This is an optimization exercise on Yosys and OpenROAD, whose aim is small area, a short achievable clock period and few clock cycles, not a production implementation. Function was checked by simulation only, so behaviour that the tests miss may differ from the original. Power and IR drop assume default switching activity.

--- flow/design.v ---
module slang_core (
    input  wire        clk,
    input  wire        rst,           
    output reg         mem_req,
    output reg         mem_we,
    output reg         mem_ram,
    output reg  [11:0] mem_addr,
    output reg  [7:0]  mem_wdata,
    input  wire        mem_ack,
    input  wire [7:0]  mem_rdata,
    output reg         con_valid,
    output reg  [7:0]  con_data,
    output wire        halted,
    output wire        faulted,
    output wire [3:0]  fault_code,
    input  wire [3:0]  dbg_sel,
    output wire [63:0] dbg_data
);
    localparam [63:0] ROM_SIZE     = 64'h1000;
    localparam [63:0] RAM_BASE     = 64'h2000;
    localparam [63:0] RAM_SIZE     = 64'h1000;
    localparam [63:0] CON_BASE     = 64'hF000;
    localparam [63:0] CON_SIZE     = 64'h10;
    localparam [63:0] STACK_TOP    = 64'h2FF8;
    localparam [7:0]  NEWLINE_BYTE = 8'h0A;
    localparam [3:0] R_ACC = 4'd0, R_IP = 4'd1, R_SP = 4'd2, R_FP = 4'd3,
                     R_FS  = 4'd4, R_AC = 4'd5;
    localparam [7:0] OP_NOP = 8'h00, OP_HLT = 8'h01, OP_MOV = 8'h02, OP_LOD = 8'h03,
                     OP_STR = 8'h04, OP_ADD = 8'h05, OP_SUB = 8'h06, OP_MUL = 8'h07,
                     OP_DIV = 8'h08, OP_INC = 8'h09, OP_DEC = 8'h0A, OP_AND = 8'h0B,
                     OP_OR  = 8'h0C, OP_XOR = 8'h0D, OP_NOT = 8'h0E, OP_SHL = 8'h0F,
                     OP_SHR = 8'h10, OP_JMP = 8'h11, OP_JEQ = 8'h12, OP_JNE = 8'h13,
                     OP_JGT = 8'h14, OP_JLT = 8'h15, OP_JGE = 8'h16, OP_JLE = 8'h17,
                     OP_JNZ = 8'h18, OP_JEZ = 8'h19, OP_PSH = 8'h1A, OP_POP = 8'h1B,
                     OP_DUP = 8'h1C, OP_SWP = 8'h1D, OP_CLR = 8'h1E, OP_CAL = 8'h1F,
                     OP_RET = 8'h20;
    localparam [3:0] M_NULL = 4'd0, M_RR = 4'd1, M_RM = 4'd2, M_IR = 4'd3,
                     M_IM   = 4'd4, M_MR = 4'd5, M_MM = 4'd6, M_LIT = 4'd7,
                     M_REG  = 4'd8, M_MEM = 4'd9;
    localparam [1:0] K_NONE = 2'd0, K_REG = 2'd1, K_IMM = 2'd2, K_ADR = 2'd3;
    localparam [3:0] F_DECODE = 4'd1, F_INVOP = 4'd2, F_UNKREG = 4'd3,
                     F_OOB    = 4'd4, F_UNMAPW = 4'd5, F_RDWO  = 4'd6,
                     F_DIV0   = 4'd7, F_SHIFT  = 4'd8, F_WROM  = 4'd9;
    localparam [1:0] D_ROM = 2'd0, D_RAM = 2'd1, D_CON = 2'd2;
    localparam [5:0]
        S_FETCH    = 6'd0,    
        S_MEM      = 6'd1,    
        S_MEMB     = 6'd2,    
        S_GOT_OP   = 6'd3,
        S_GOT_MODE = 6'd4,
        S_OPND1    = 6'd5,
        S_GOT1     = 6'd6,
        S_OPND2    = 6'd7,
        S_GOT2     = 6'd8,
        S_EXEC     = 6'd9,    
        S_SRCV     = 6'd10,   
        S_OPER     = 6'd11,   
        S_MUL      = 6'd12,
        S_DIV      = 6'd13,
        S_PSH2     = 6'd14,
        S_POP2     = 6'd15,
        S_POP3     = 6'd16,
        S_DUP2     = 6'd17,
        S_DUP3     = 6'd18,
        S_SWP2     = 6'd19,
        S_SWP3     = 6'd20,
        S_SWP4     = 6'd21,
        S_CAL      = 6'd22,
        S_CAL2     = 6'd23,
        S_CAL3     = 6'd24,
        S_RET      = 6'd25,
        S_RET2     = 6'd26,
        S_RET3     = 6'd27,
        S_HALT     = 6'd28,
        S_FAULT    = 6'd29;
    reg [5:0]  state;
    reg [3:0]  fcode;
    reg [63:0] rf [0:13];
    reg [7:0]  op;
    reg [3:0]  mode;
    reg [7:0]  reg1, reg2;
    reg [63:0] f1, f2;           
    reg [63:0] t_s;              
    reg [3:0]  cnt;              
    reg [63:0] md_a, md_b, md_acc;
    reg [63:0] dv_rem;
    reg [6:0]  md_n;
    reg [63:0] m_addr;
    reg        m_wide;
    reg        m_we;
    reg [63:0] m_wd;
    reg [63:0] m_rd;
    reg [2:0]  m_i;
    reg [1:0]  m_dev;
    reg [12:0] m_off;
    reg [5:0]  m_ret;
    assign halted     = (state == S_HALT);
    assign faulted    = (state == S_FAULT);
    assign fault_code = (state == S_FAULT) ? fcode : 4'd0;
    assign dbg_data   = (dbg_sel < 4'd14) ? rf[dbg_sel] : 64'd0;
    function [1:0] first_kind(input [3:0] md);
        case (md)
            M_RR, M_RM, M_REG: first_kind = K_REG;
            M_IR, M_IM, M_LIT: first_kind = K_IMM;
            M_MR, M_MM, M_MEM: first_kind = K_ADR;
            default:           first_kind = K_NONE;
        endcase
    endfunction
    function [1:0] second_kind(input [3:0] md);
        case (md)
            M_RR, M_IR, M_MR: second_kind = K_REG;
            M_RM, M_IM, M_MM: second_kind = K_ADR;
            default:          second_kind = K_NONE;
        endcase
    endfunction
    function accepted(input [7:0] o, input [3:0] md);
        case (o)
            OP_NOP, OP_HLT, OP_DUP, OP_SWP, OP_CLR, OP_RET:
                accepted = (md == M_NULL);
            OP_MOV, OP_LOD, OP_STR:
                accepted = (md >= M_RR) && (md <= M_MM);
            OP_ADD, OP_SUB, OP_MUL, OP_DIV, OP_AND, OP_OR, OP_XOR, OP_SHL, OP_SHR:
                accepted = (md == M_RR) || (md == M_IR) || (md == M_MR);
            OP_INC, OP_DEC:
                accepted = (md == M_REG) || (md == M_MEM);
            OP_NOT:
                accepted = (md == M_REG);
            OP_JMP, OP_JEQ, OP_JNE, OP_JGT, OP_JLT, OP_JGE, OP_JLE, OP_JNZ, OP_JEZ,
            OP_PSH, OP_CAL:
                accepted = (md == M_LIT) || (md == M_REG);
            OP_POP:
                accepted = (md == M_NULL) || (md == M_REG);
            default:
                accepted = 1'b0;
        endcase
    endfunction
    function branch_taken(input [7:0] o, input [63:0] acc, input [63:0] v);
        case (o)
            OP_JMP:  branch_taken = 1'b1;
            OP_JEQ:  branch_taken = (acc == v);
            OP_JNE:  branch_taken = (acc != v);
            OP_JGT:  branch_taken = (acc >  v);
            OP_JLT:  branch_taken = (acc <  v);
            OP_JGE:  branch_taken = (acc >= v);
            OP_JLE:  branch_taken = (acc <= v);
            OP_JNZ:  branch_taken = (acc != 64'd0);
            default: branch_taken = (acc == 64'd0);    
        endcase
    endfunction
    wire [1:0] k1 = first_kind(mode);
    wire [1:0] k2 = second_kind(mode);
    wire [13:0] m_o      = {1'b0, m_off} + {11'd0, m_i};
    wire [13:0] m_size   = (m_dev == D_CON) ? CON_SIZE[13:0] : 14'h1000;
    wire        m_rdwo   = (m_dev == D_CON) && !m_we;
    wire        m_oob    = (m_o >= m_size);
    wire        m_wrom   = (m_dev == D_ROM) && m_we;
    wire        m_ok     = !m_rdwo && !m_oob && !m_wrom;
    wire [7:0]  m_wbyte  = m_wd[8*m_i +: 8];
    wire        m_last   = m_wide ? (m_i == 3'd7) : 1'b1;
    wire        m_step   = (state == S_MEMB) && m_ok && ((m_dev == D_CON) || mem_ack);
    always @* begin
        mem_req   = (state == S_MEMB) && m_ok && (m_dev != D_CON);
        mem_we    = m_we;
        mem_ram   = (m_dev == D_RAM);
        mem_addr  = m_o[11:0];
        mem_wdata = m_wbyte;
        con_valid = (state == S_MEMB) && m_ok && (m_dev == D_CON);
        con_data  = (m_wbyte == NEWLINE_BYTE) ? 8'h0A : m_wbyte;
    end
    wire con_hit = (m_addr >= CON_BASE) && (m_addr <= CON_BASE + CON_SIZE);
    wire ram_hit = (m_addr >= RAM_BASE) && (m_addr <= RAM_BASE + RAM_SIZE);
    wire rom_hit = (m_addr <= ROM_SIZE);
    wire [63:0] d_val = rf[reg2[3:0]];       
    wire [63:0] r1val = rf[reg1[3:0]];
    reg [63:0] alu_y;
    always @* begin
        case (op)
            OP_ADD:  alu_y = d_val + t_s;
            OP_SUB:  alu_y = d_val - t_s;
            OP_AND:  alu_y = d_val & t_s;
            OP_OR:   alu_y = d_val | t_s;
            OP_XOR:  alu_y = d_val ^ t_s;
            OP_SHL:  alu_y = d_val << t_s[5:0];
            OP_SHR:  alu_y = d_val >> t_s[5:0];
            OP_INC:  alu_y = t_s + 64'd1;
            OP_DEC:  alu_y = t_s - 64'd1;
            default: alu_y = ~t_s;                
        endcase
    end
    wire [63:0] cal_val = (cnt == 4'd0) ? rf[R_IP] :
                          (cnt == 4'd9) ? rf[R_FS] : rf[cnt + 4'd5];
    wire [3:0]  ret_dst = (cnt == 4'd0) ? R_FS :
                          (cnt == 4'd9) ? R_IP : (4'd14 - cnt);
    wire [64:0] dv_shift = {dv_rem, md_a[63]};
    wire [64:0] dv_diff  = dv_shift - {1'b0, t_s};
    integer i;
    always @(posedge clk) begin
        if (rst) begin
            state  <= S_FETCH;
            fcode  <= 4'd0;
            for (i = 0; i < 14; i = i + 1)
                rf[i] <= 64'd0;
            rf[R_SP] <= STACK_TOP;
            rf[R_FP] <= STACK_TOP;
            cnt    <= 4'd0;
            m_i    <= 3'd0;
        end else begin
            case (state)
                S_FETCH: begin
                    m_addr <= rf[R_IP];
                    m_wide <= 1'b0;
                    m_we   <= 1'b0;
                    m_ret  <= S_GOT_OP;
                    state  <= S_MEM;
                end
                S_GOT_OP: begin
                    op       <= m_rd[7:0];
                    rf[R_IP] <= rf[R_IP] + 64'd1;
                    m_addr   <= rf[R_IP] + 64'd1;
                    m_wide   <= 1'b0;
                    m_we     <= 1'b0;
                    m_ret    <= S_GOT_MODE;
                    state    <= S_MEM;
                end
                S_GOT_MODE: begin
                    rf[R_IP] <= rf[R_IP] + 64'd1;
                    mode     <= m_rd[3:0];
                    if (op > OP_RET || m_rd[7:0] > 8'h09) begin
                        fcode <= F_DECODE;
                        state <= S_FAULT;
                    end else begin
                        state <= S_OPND1;
                    end
                end
                S_OPND1: begin
                    if (k1 == K_NONE) begin
                        state <= S_OPND2;
                    end else begin
                        m_addr <= rf[R_IP];
                        m_wide <= (k1 != K_REG);
                        m_we   <= 1'b0;
                        m_ret  <= S_GOT1;
                        state  <= S_MEM;
                    end
                end
                S_GOT1: begin
                    if (k1 == K_REG) begin
                        reg1     <= m_rd[7:0];
                        rf[R_IP] <= rf[R_IP] + 64'd1;
                    end else begin
                        f1       <= m_rd;
                        rf[R_IP] <= rf[R_IP] + 64'd8;
                    end
                    state <= S_OPND2;
                end
                S_OPND2: begin
                    if (k2 == K_NONE) begin
                        state <= S_EXEC;
                    end else begin
                        m_addr <= rf[R_IP];
                        m_wide <= (k2 != K_REG);
                        m_we   <= 1'b0;
                        m_ret  <= S_GOT2;
                        state  <= S_MEM;
                    end
                end
                S_GOT2: begin
                    if (k2 == K_REG) begin
                        reg2     <= m_rd[7:0];
                        rf[R_IP] <= rf[R_IP] + 64'd1;
                    end else begin
                        f2       <= m_rd;
                        rf[R_IP] <= rf[R_IP] + 64'd8;
                    end
                    state <= S_EXEC;
                end
                S_EXEC: begin
                    if (!accepted(op, mode)) begin
                        fcode <= F_INVOP;
                        state <= S_FAULT;
                    end else if ((k1 == K_REG) && (reg1 > 8'd13)) begin
                        fcode <= F_UNKREG;
                        state <= S_FAULT;
                    end else if ((k2 == K_REG) && (reg2 > 8'd13)) begin
                        fcode <= F_UNKREG;
                        state <= S_FAULT;
                    end else begin
                        case (op)
                            OP_NOP, OP_HLT, OP_POP, OP_DUP, OP_SWP, OP_CLR, OP_RET:
                                state <= S_OPER;
                            default: begin
                                if (k1 == K_ADR) begin
                                    m_addr <= f1;
                                    m_wide <= 1'b1;
                                    m_we   <= 1'b0;
                                    m_ret  <= S_SRCV;
                                    state  <= S_MEM;
                                end else begin
                                    t_s   <= (k1 == K_IMM) ? f1 : r1val;
                                    state <= S_OPER;
                                end
                            end
                        endcase
                    end
                end
                S_SRCV: begin
                    t_s   <= m_rd;
                    state <= S_OPER;
                end
                S_OPER: begin
                    state <= S_FETCH;
                    case (op)
                        OP_NOP: ;
                        OP_HLT: state <= S_HALT;
                        OP_MOV, OP_LOD, OP_STR: begin
                            if (k2 == K_REG) begin
                                rf[reg2[3:0]] <= t_s;
                            end else begin
                                m_addr <= f2;
                                m_wide <= 1'b1;
                                m_we   <= 1'b1;
                                m_wd   <= t_s;
                                m_ret  <= S_FETCH;
                                state  <= S_MEM;
                            end
                        end
                        OP_ADD, OP_SUB, OP_AND, OP_OR, OP_XOR, OP_NOT:
                            rf[R_ACC] <= alu_y;
                        OP_SHL, OP_SHR: begin
                            if (t_s > 64'd63) begin
                                fcode <= F_SHIFT;
                                state <= S_FAULT;
                            end else begin
                                rf[R_ACC] <= alu_y;
                            end
                        end
                        OP_MUL: begin
                            md_a   <= d_val;
                            md_b   <= t_s;
                            md_acc <= 64'd0;
                            md_n   <= 7'd0;
                            state  <= S_MUL;
                        end
                        OP_DIV: begin
                            if (t_s == 64'd0) begin
                                fcode <= F_DIV0;
                                state <= S_FAULT;
                            end else begin
                                md_a   <= d_val;      
                                dv_rem <= 64'd0;
                                md_n   <= 7'd0;
                                state  <= S_DIV;
                            end
                        end
                        OP_INC, OP_DEC: begin
                            if (k1 == K_REG) begin
                                rf[R_ACC] <= alu_y;
                            end else begin
                                m_addr <= f1;
                                m_wide <= 1'b1;
                                m_we   <= 1'b1;
                                m_wd   <= alu_y;
                                m_ret  <= S_FETCH;
                                state  <= S_MEM;
                            end
                        end
                        OP_JMP, OP_JEQ, OP_JNE, OP_JGT, OP_JLT, OP_JGE, OP_JLE,
                        OP_JNZ, OP_JEZ: begin
                            if (branch_taken(op, rf[R_ACC], t_s))
                                rf[R_IP] <= t_s;
                        end
                        OP_PSH: begin
                            m_addr <= rf[R_SP];
                            m_wide <= 1'b1;
                            m_we   <= 1'b1;
                            m_wd   <= t_s;
                            m_ret  <= S_PSH2;
                            state  <= S_MEM;
                        end
                        OP_POP: begin
                            if (k1 == K_REG) begin
                                rf[R_SP] <= rf[R_SP] + 64'd8;
                                m_addr   <= rf[R_SP] + 64'd8;
                                m_wide   <= 1'b1;
                                m_we     <= 1'b0;
                                m_ret    <= S_POP2;
                                state    <= S_MEM;
                            end else begin
                                rf[R_SP] <= rf[R_SP] + 64'd8;
                                rf[R_FS] <= rf[R_FS] - 64'd8;
                            end
                        end
                        OP_DUP: begin
                            m_addr <= rf[R_SP];
                            m_wide <= 1'b1;
                            m_we   <= 1'b0;
                            m_ret  <= S_DUP2;
                            state  <= S_MEM;
                        end
                        OP_SWP: begin
                            m_addr <= rf[R_SP];
                            m_wide <= 1'b1;
                            m_we   <= 1'b0;
                            m_ret  <= S_SWP2;
                            state  <= S_MEM;
                        end
                        OP_CLR:
                            rf[R_SP] <= STACK_TOP;
                        OP_CAL: begin
                            cnt   <= 4'd0;
                            state <= S_CAL;
                        end
                        default: begin                
                            cnt   <= 4'd0;
                            state <= S_RET;
                        end
                    endcase
                end
                S_MUL: begin
                    if (md_b[0])
                        md_acc <= md_acc + md_a;
                    md_a <= md_a << 1;
                    md_b <= md_b >> 1;
                    md_n <= md_n + 7'd1;
                    if (md_n == 7'd63) begin
                        rf[R_ACC] <= md_b[0] ? (md_acc + md_a) : md_acc;
                        state     <= S_FETCH;
                    end
                end
                S_DIV: begin
                    if (!dv_diff[64]) begin
                        dv_rem <= dv_diff[63:0];
                        md_a   <= {md_a[62:0], 1'b1};
                    end else begin
                        dv_rem <= dv_shift[63:0];
                        md_a   <= {md_a[62:0], 1'b0};
                    end
                    md_n <= md_n + 7'd1;
                    if (md_n == 7'd63) begin
                        rf[R_ACC] <= {md_a[62:0], !dv_diff[64]};
                        state     <= S_FETCH;
                    end
                end
                S_PSH2: begin
                    rf[R_SP] <= rf[R_SP] - 64'd8;
                    rf[R_FS] <= rf[R_FS] + 64'd8;
                    state    <= S_FETCH;
                end
                S_POP2: begin
                    rf[reg1[3:0]] <= m_rd;
                    state         <= S_POP3;
                end
                S_POP3: begin
                    rf[R_FS] <= rf[R_FS] - 64'd8;
                    state    <= S_FETCH;
                end
                S_DUP2: begin
                    m_addr <= rf[R_SP] - 64'd8;
                    m_wide <= 1'b1;
                    m_we   <= 1'b1;
                    m_wd   <= m_rd;
                    m_ret  <= S_DUP3;
                    state  <= S_MEM;
                end
                S_DUP3: begin
                    rf[R_SP] <= rf[R_SP] - 64'd8;
                    state    <= S_FETCH;
                end
                S_SWP2: begin
                    t_s    <= m_rd;
                    m_addr <= rf[R_SP] + 64'd8;
                    m_wide <= 1'b1;
                    m_we   <= 1'b0;
                    m_ret  <= S_SWP3;
                    state  <= S_MEM;
                end
                S_SWP3: begin
                    m_addr <= rf[R_SP];
                    m_wide <= 1'b1;
                    m_we   <= 1'b1;
                    m_wd   <= m_rd;
                    m_ret  <= S_SWP4;
                    state  <= S_MEM;
                end
                S_SWP4: begin
                    m_addr <= rf[R_SP] + 64'd8;
                    m_wide <= 1'b1;
                    m_we   <= 1'b1;
                    m_wd   <= t_s;
                    m_ret  <= S_FETCH;
                    state  <= S_MEM;
                end
                S_CAL: begin
                    m_addr <= rf[R_SP];
                    m_wide <= 1'b1;
                    m_we   <= 1'b1;
                    m_wd   <= cal_val;
                    m_ret  <= S_CAL2;
                    state  <= S_MEM;
                end
                S_CAL2: begin
                    rf[R_SP] <= rf[R_SP] - 64'd8;
                    cnt      <= cnt + 4'd1;
                    state    <= (cnt == 4'd9) ? S_CAL3 : S_CAL;
                end
                S_CAL3: begin
                    rf[R_FS] <= 64'd0;
                    rf[R_FP] <= rf[R_SP];
                    rf[R_IP] <= t_s;
                    state    <= S_FETCH;
                end
                S_RET: begin
                    rf[R_SP] <= rf[R_SP] + 64'd8;
                    m_addr   <= rf[R_SP] + 64'd8;
                    m_wide   <= 1'b1;
                    m_we     <= 1'b0;
                    m_ret    <= S_RET2;
                    state    <= S_MEM;
                end
                S_RET2: begin
                    rf[ret_dst] <= m_rd;
                    cnt         <= cnt + 4'd1;
                    state       <= (cnt == 4'd9) ? S_RET3 : S_RET;
                end
                S_RET3: begin
                    rf[R_FP] <= rf[R_FS] + rf[R_FP];
                    rf[R_FS] <= rf[R_FS] - {rf[R_AC][60:0], 3'b000};
                    rf[R_SP] <= rf[R_SP] + {rf[R_AC][60:0], 3'b000};
                    state    <= S_FETCH;
                end
                S_MEM: begin
                    m_i  <= 3'd0;
                    m_rd <= 64'd0;
                    if (con_hit) begin
                        m_dev <= D_CON;
                        m_off <= m_addr[12:0] - CON_BASE[12:0];
                        state <= S_MEMB;
                    end else if (ram_hit) begin
                        m_dev <= D_RAM;
                        m_off <= m_addr[12:0] - RAM_BASE[12:0];
                        state <= S_MEMB;
                    end else if (rom_hit) begin
                        m_dev <= D_ROM;
                        m_off <= m_addr[12:0];
                        state <= S_MEMB;
                    end else if (m_we) begin
                        fcode <= F_UNMAPW;
                        state <= S_FAULT;
                    end else begin
                        state <= m_ret;          
                    end
                end
                S_MEMB: begin
                    if (m_rdwo) begin
                        fcode <= F_RDWO;
                        state <= S_FAULT;
                    end else if (m_oob) begin
                        fcode <= F_OOB;
                        state <= S_FAULT;
                    end else if (m_wrom) begin
                        fcode <= F_WROM;
                        state <= S_FAULT;
                    end else if (m_step) begin
                        m_rd[8*m_i +: 8] <= mem_rdata;
                        m_i <= m_i + 3'd1;
                        if (m_last)
                            state <= m_ret;
                    end
                end
                S_HALT:  ;
                S_FAULT: ;
                default: ;
            endcase
        end
    end
endmodule
--- flow/run.sh ---
#!/bin/bash
# synth_recipe.tcl (not shown) runs the flow's synth.tcl, then flattens the netlist and writes it again
# the make line also repeats each setting of config.mk as NAME=value (left out here)
make -C /OpenROAD-flow-scripts/flow DESIGN_CONFIG=/design/flow/config.mk WORK_HOME=/design/flow/orfs CLKGATE_MAP_FILE= SYNTH_SCRIPT=/design/flow/synth_recipe.tcl finish
--- flow/config.mk ---
export PLATFORM = sky130hd
export DESIGN_NAME = slang_core
export DESIGN_NICKNAME = slang_core
export VERILOG_FILES = /design/flow/design.v
export SDC_FILE = /design/flow/constraint.sdc
export NUM_CORES = 4
export LEC_CHECK = 0
export CAP_MARGIN = 20
export CELL_PAD_IN_SITES_DETAIL_PLACEMENT = 2
export CELL_PAD_IN_SITES_GLOBAL_PLACEMENT = 4
export CORE_MARGIN = 2
export CORE_UTILIZATION = 30
export PLACE_DENSITY = 0.5
export SLEW_MARGIN = 20
--- flow/constraint.sdc ---
create_clock -name core_clock -period 10.0 [get_ports {clk}]
set_input_delay 2.0000 -clock core_clock [delete_from_list [all_inputs] [get_ports {clk}]]
set_output_delay 2.0000 -clock core_clock [all_outputs]
set_load 0.01 [all_outputs]
==> qor.txt <==
Status = timing/DRC/antenna clean
DIE HEIGHT = 733 microns
Synthesized netlist cell count = 16533
Switch Pwr = 13.0 mW
Met3 wire len = 156 mm
Met2 WL = 489 mm
Top_reg_cell synth = edfxtp_1
Worst hold margin = 0.458 ns
Wire per inst = 50.1 microns
Synthesized area = 159000 sq um
Via count = 165329
CTS tree = done
DR pass1 iterations = 10
GR Overflow Total = 0
Placement Setup Slack = 0.813 ns
DR iter-0 viols = 24052
Multi-input gate area = 101000 sq um
Clock Sinks = 1747
Max reg flops = 1024
RSZ-0062 raised after global routing = no
CTS Buf Count = 242
Setup CP Type = register to register
Worst-case reg-to-reg path depth = 26
DP Area = 173000 sq um
WP data arrival = 10.24 ns
Row cnt = 267
Post-synthesis sequential area ratio = 0.327
Final worst slack = 0.537 ns
HPWL after DPL = 937 mm
Clock share of power = 0.309
Tmin final = 9.46 ns
Setup TNS = 0 ns
Max Cap Viol = 0
Pint = 17.5 mW
Met1 wire length = 466 mm
Synth-to-layout area growth = 13.9%
Slew margin rel. = 0.0501
Placed cells = 23205
Slew at the pin closest to its max-slew limit = 1.42 ns
# DRC = 0
# setup viols final = 0
Part of the power in combinational logic = 0.374
CTS clk-pin slew, worst paths = 0.06 ns
Layout cell share with drive strength beyond 1 = 0.175
Clk_skew = 0.0996 ns
Worst-Skew Late Latency = 1.06 ns
Synthesized flop and latch total = 1747
DRT antenna net count = 0
Initial antenna violation count = 191
Largest net degree at the start of global routing = 113
Total GRT Usage = 0.427
Input/output buffers = 116
F_max = 106 MHz
WP data required = 10.78 ns
Vias in the first global route = 164322
Num ports = 117
FF/Latch Area = 52200 sq um
Peak supply drop = 150 uV
HP Class = register to register
Clock Tree Buf Depth = 4
Post-synthesis async set-or-reset flop share = 0
EDFF count, synth = 1721
Finished Layout Cells = 23801
Part of the cycle the worst path needs = 0.946
First-pass GRT wire length = 1560 mm
WHS Path Cells = 2
Sequential fraction of design power = 0.317
Avg Inst Size Synth = 9.64 sq um
Root Buffer = clkbuf_16
Routed Wire Length = 1190 mm
Syn. warnings = 1
Nets@finish = 17147
Switching part of the total = 0.427
Crit path max fanout = 47
GP Congestion = 1.05
Synth cell types = 129
Full die area = 537000 sq um
Reg with most FFs = rf
Slew Viols, Final = 0
Pwr/cell area = 168 nW/um^2
CP endpoint kind = register
P_leak = 65.9 nW
Total core area = 529000 sq um
Design Area, Final = 182000 sq um
Syn nets = 17218
H-tree Lvls = 4
# fillers = 57127
DR vias/cell = 6.95
Critical Path Source Type = register
Post-CTS Resized = 0
Final Power = 30.5 mW
Top layer in use = met5
CTS Hold Bufs = 0
Final Hold Fails = 0
Final core occ = 0.343
Setup Fix Bufs, Post-CTS = 0
Starting density of the core = 0.301
Die Wd = 733 microns
[final cells by class]
type	instances	share of cell area
antenna	145	0.00200
clock buffer	286	0.0344
clock inverter	158	0.0102
inverter	510	0.0106
multi-input combinational	12819	0.554
sequential	1747	0.288
tap	6994	0.0482
timing repair buffer	1142	0.0524
[power groups by stage]
| stage | Combinational, mW | Sequential [mW] | Clock (mW) |
|---|---|---|---|
| 2_1_floorplan | 5.68 | 9.32 | 0 |
| 3_3_place_gp | 10.7 | 9.71 | 0 |
| 3_5_place_dp | 10.9 | 9.74 | 0 |
| 4_1_cts | 10.9 | 9.60 | 9.46 |
| 5_1_grt | 11.7 | 9.67 | 9.67 |
| 6_report | 11.4 | 9.67 | 9.41 |
[Yosys cell counts, drive strengths merged, types with 314 or more instances]
cell type  instances  share of area
nor2            1913          0.045
edfxtp          1721           0.32
nand2           1315          0.031
o21ai           1166          0.037
clkbuf          1108          0.027
a21oi           1046          0.033
mux4            1034           0.15
mux2i            681          0.043
ha               662          0.052
inv              507          0.012
xnor2            409          0.022
buf              345          0.012
nand3            324          0.010
o22ai            320          0.013
a21o             314          0.015
[critical path, cell delays in order, from the launching register on]
cell and delay, ns:
dfxtp_4 0.94, mux4_2 0.64, mux4_2 0.75, inv_2 0.46, and4_1 0.95, nand2_1 0.22
nand4bb_4 0.38, or3_4 0.39, nor2_2 0.18, nand2_2 0.17, nor3_2 0.25, xnor2_1 0.15
a21oi_1 0.13, ha_1 0.32, a21o_1 0.18, a21oi_1 0.15, o21bai_1 0.14, a211oi_1 0.34
o21bai_1 0.18, a21boi_0 0.42, mux2i_1 0.19, a2111oi_0 0.53, buf_4 0.21, nand3_1 0.07
a211o_1 0.32, o221a_1 0.22, a211o_1 0.22
[final timing paths]
check / slack (ns) / endpoint / startpoint
worst min-delay path: 0.46 / fcode[1]$_SDFFE_PP0P_ / fcode[1]$_SDFFE_PP0P_
worst max-delay path: 0.54 / rf[0][53]$_DFFE_PP_ / register
worst max register to register: 0.54 / rf[0][53]$_DFFE_PP_ / register
worst min register to register: 0.46 / fcode[1]$_SDFFE_PP0P_ / fcode[1]$_SDFFE_PP0P_
[routing by layer]
layer,GRT usage,vias to the layer above
met2,0.614,11141
met1,0.542,88093
met5,0,-
li1,-,63816
met3,0.173,2229
met4,0.240,50
[cell usage in the layout, fill, tap and decap left out, types with 62 or more instances in the layout]
cell / synthesis / layout
nor2b_1: 182 / 169
o22a_1: 67 / 67
edfxtp_1: 1721 / 1721
a31oi_1: 125 / 125
nor4_1: 147 / 134
o21ai_0: 1132 / 1103
mux4_2: 1013 / 1013
nand3_1: 322 / 315
a221oi_1: 118 / 115
nor2_1: 1905 / 1869
a21oi_1: 1046 / 967
and2_1: 95 / 91
and3_1: 121 / 119
buf_4: 36 / 968
nand2_1: 1310 / 1288
o22ai_1: 319 / 317
a211oi_1: 279 / 274
clkdlybuf4s50_1: 0 / 111
a21o_1: 314 / 314
xor2_1: 219 / 218
o211ai_1: 141 / 141
xnor2_1: 409 / 407
a22oi_1: 267 / 267
nor3_1: 271 / 248
inv_1: 491 / 486
or3_1: 73 / 72
o21a_1: 79 / 78
o21bai_1: 87 / 85
clkbuf_16: 0 / 243
nand2b_1: 94 / 80
nand4_1: 164 / 164
o31ai_1: 85 / 84
mux2i_1: 678 / 671
o221ai_1: 202 / 202
mux2_2: 62 / 62
diode_2: 0 / 145
ha_1: 662 / 661
[logic make-up after synthesis]
family          synth area share
simple gates               0.139
buf+inv                   0.0511
compound gates             0.201
mux                        0.194
fa+ha+maj                 0.0530
flops                      0.327
xor+xnor                  0.0345
Testbench counts, summed over its fixed seeds: cycles 544,843.

[static timing again, ports no longer ideal]
Ports are ideal in the flow. The routed layout listed here was re-timed in OpenROAD. Step 1, drivers: a clkbuf_16 drives clk and a buf_2 each remaining input, both assumed. Step 2 also shifts input and output timing later by t, the mid clock arrival at the registers, as if the neighbouring blocks saw the same clock. Slacks: ideal / step 1 / step 2; pairs: ideal / step 1.
t, ns: 1.163
setup slack, ns: 0.537 / 0.537 / 0.537
worst setup path after step 2: register to register
latest minus earliest clock arrival (ns): 0.106 / 0.107
After both steps this run still meets setup and hold. For this run, drivers alone change the setup slack by 0.000 ns; drivers and shift together by 0.000 ns.
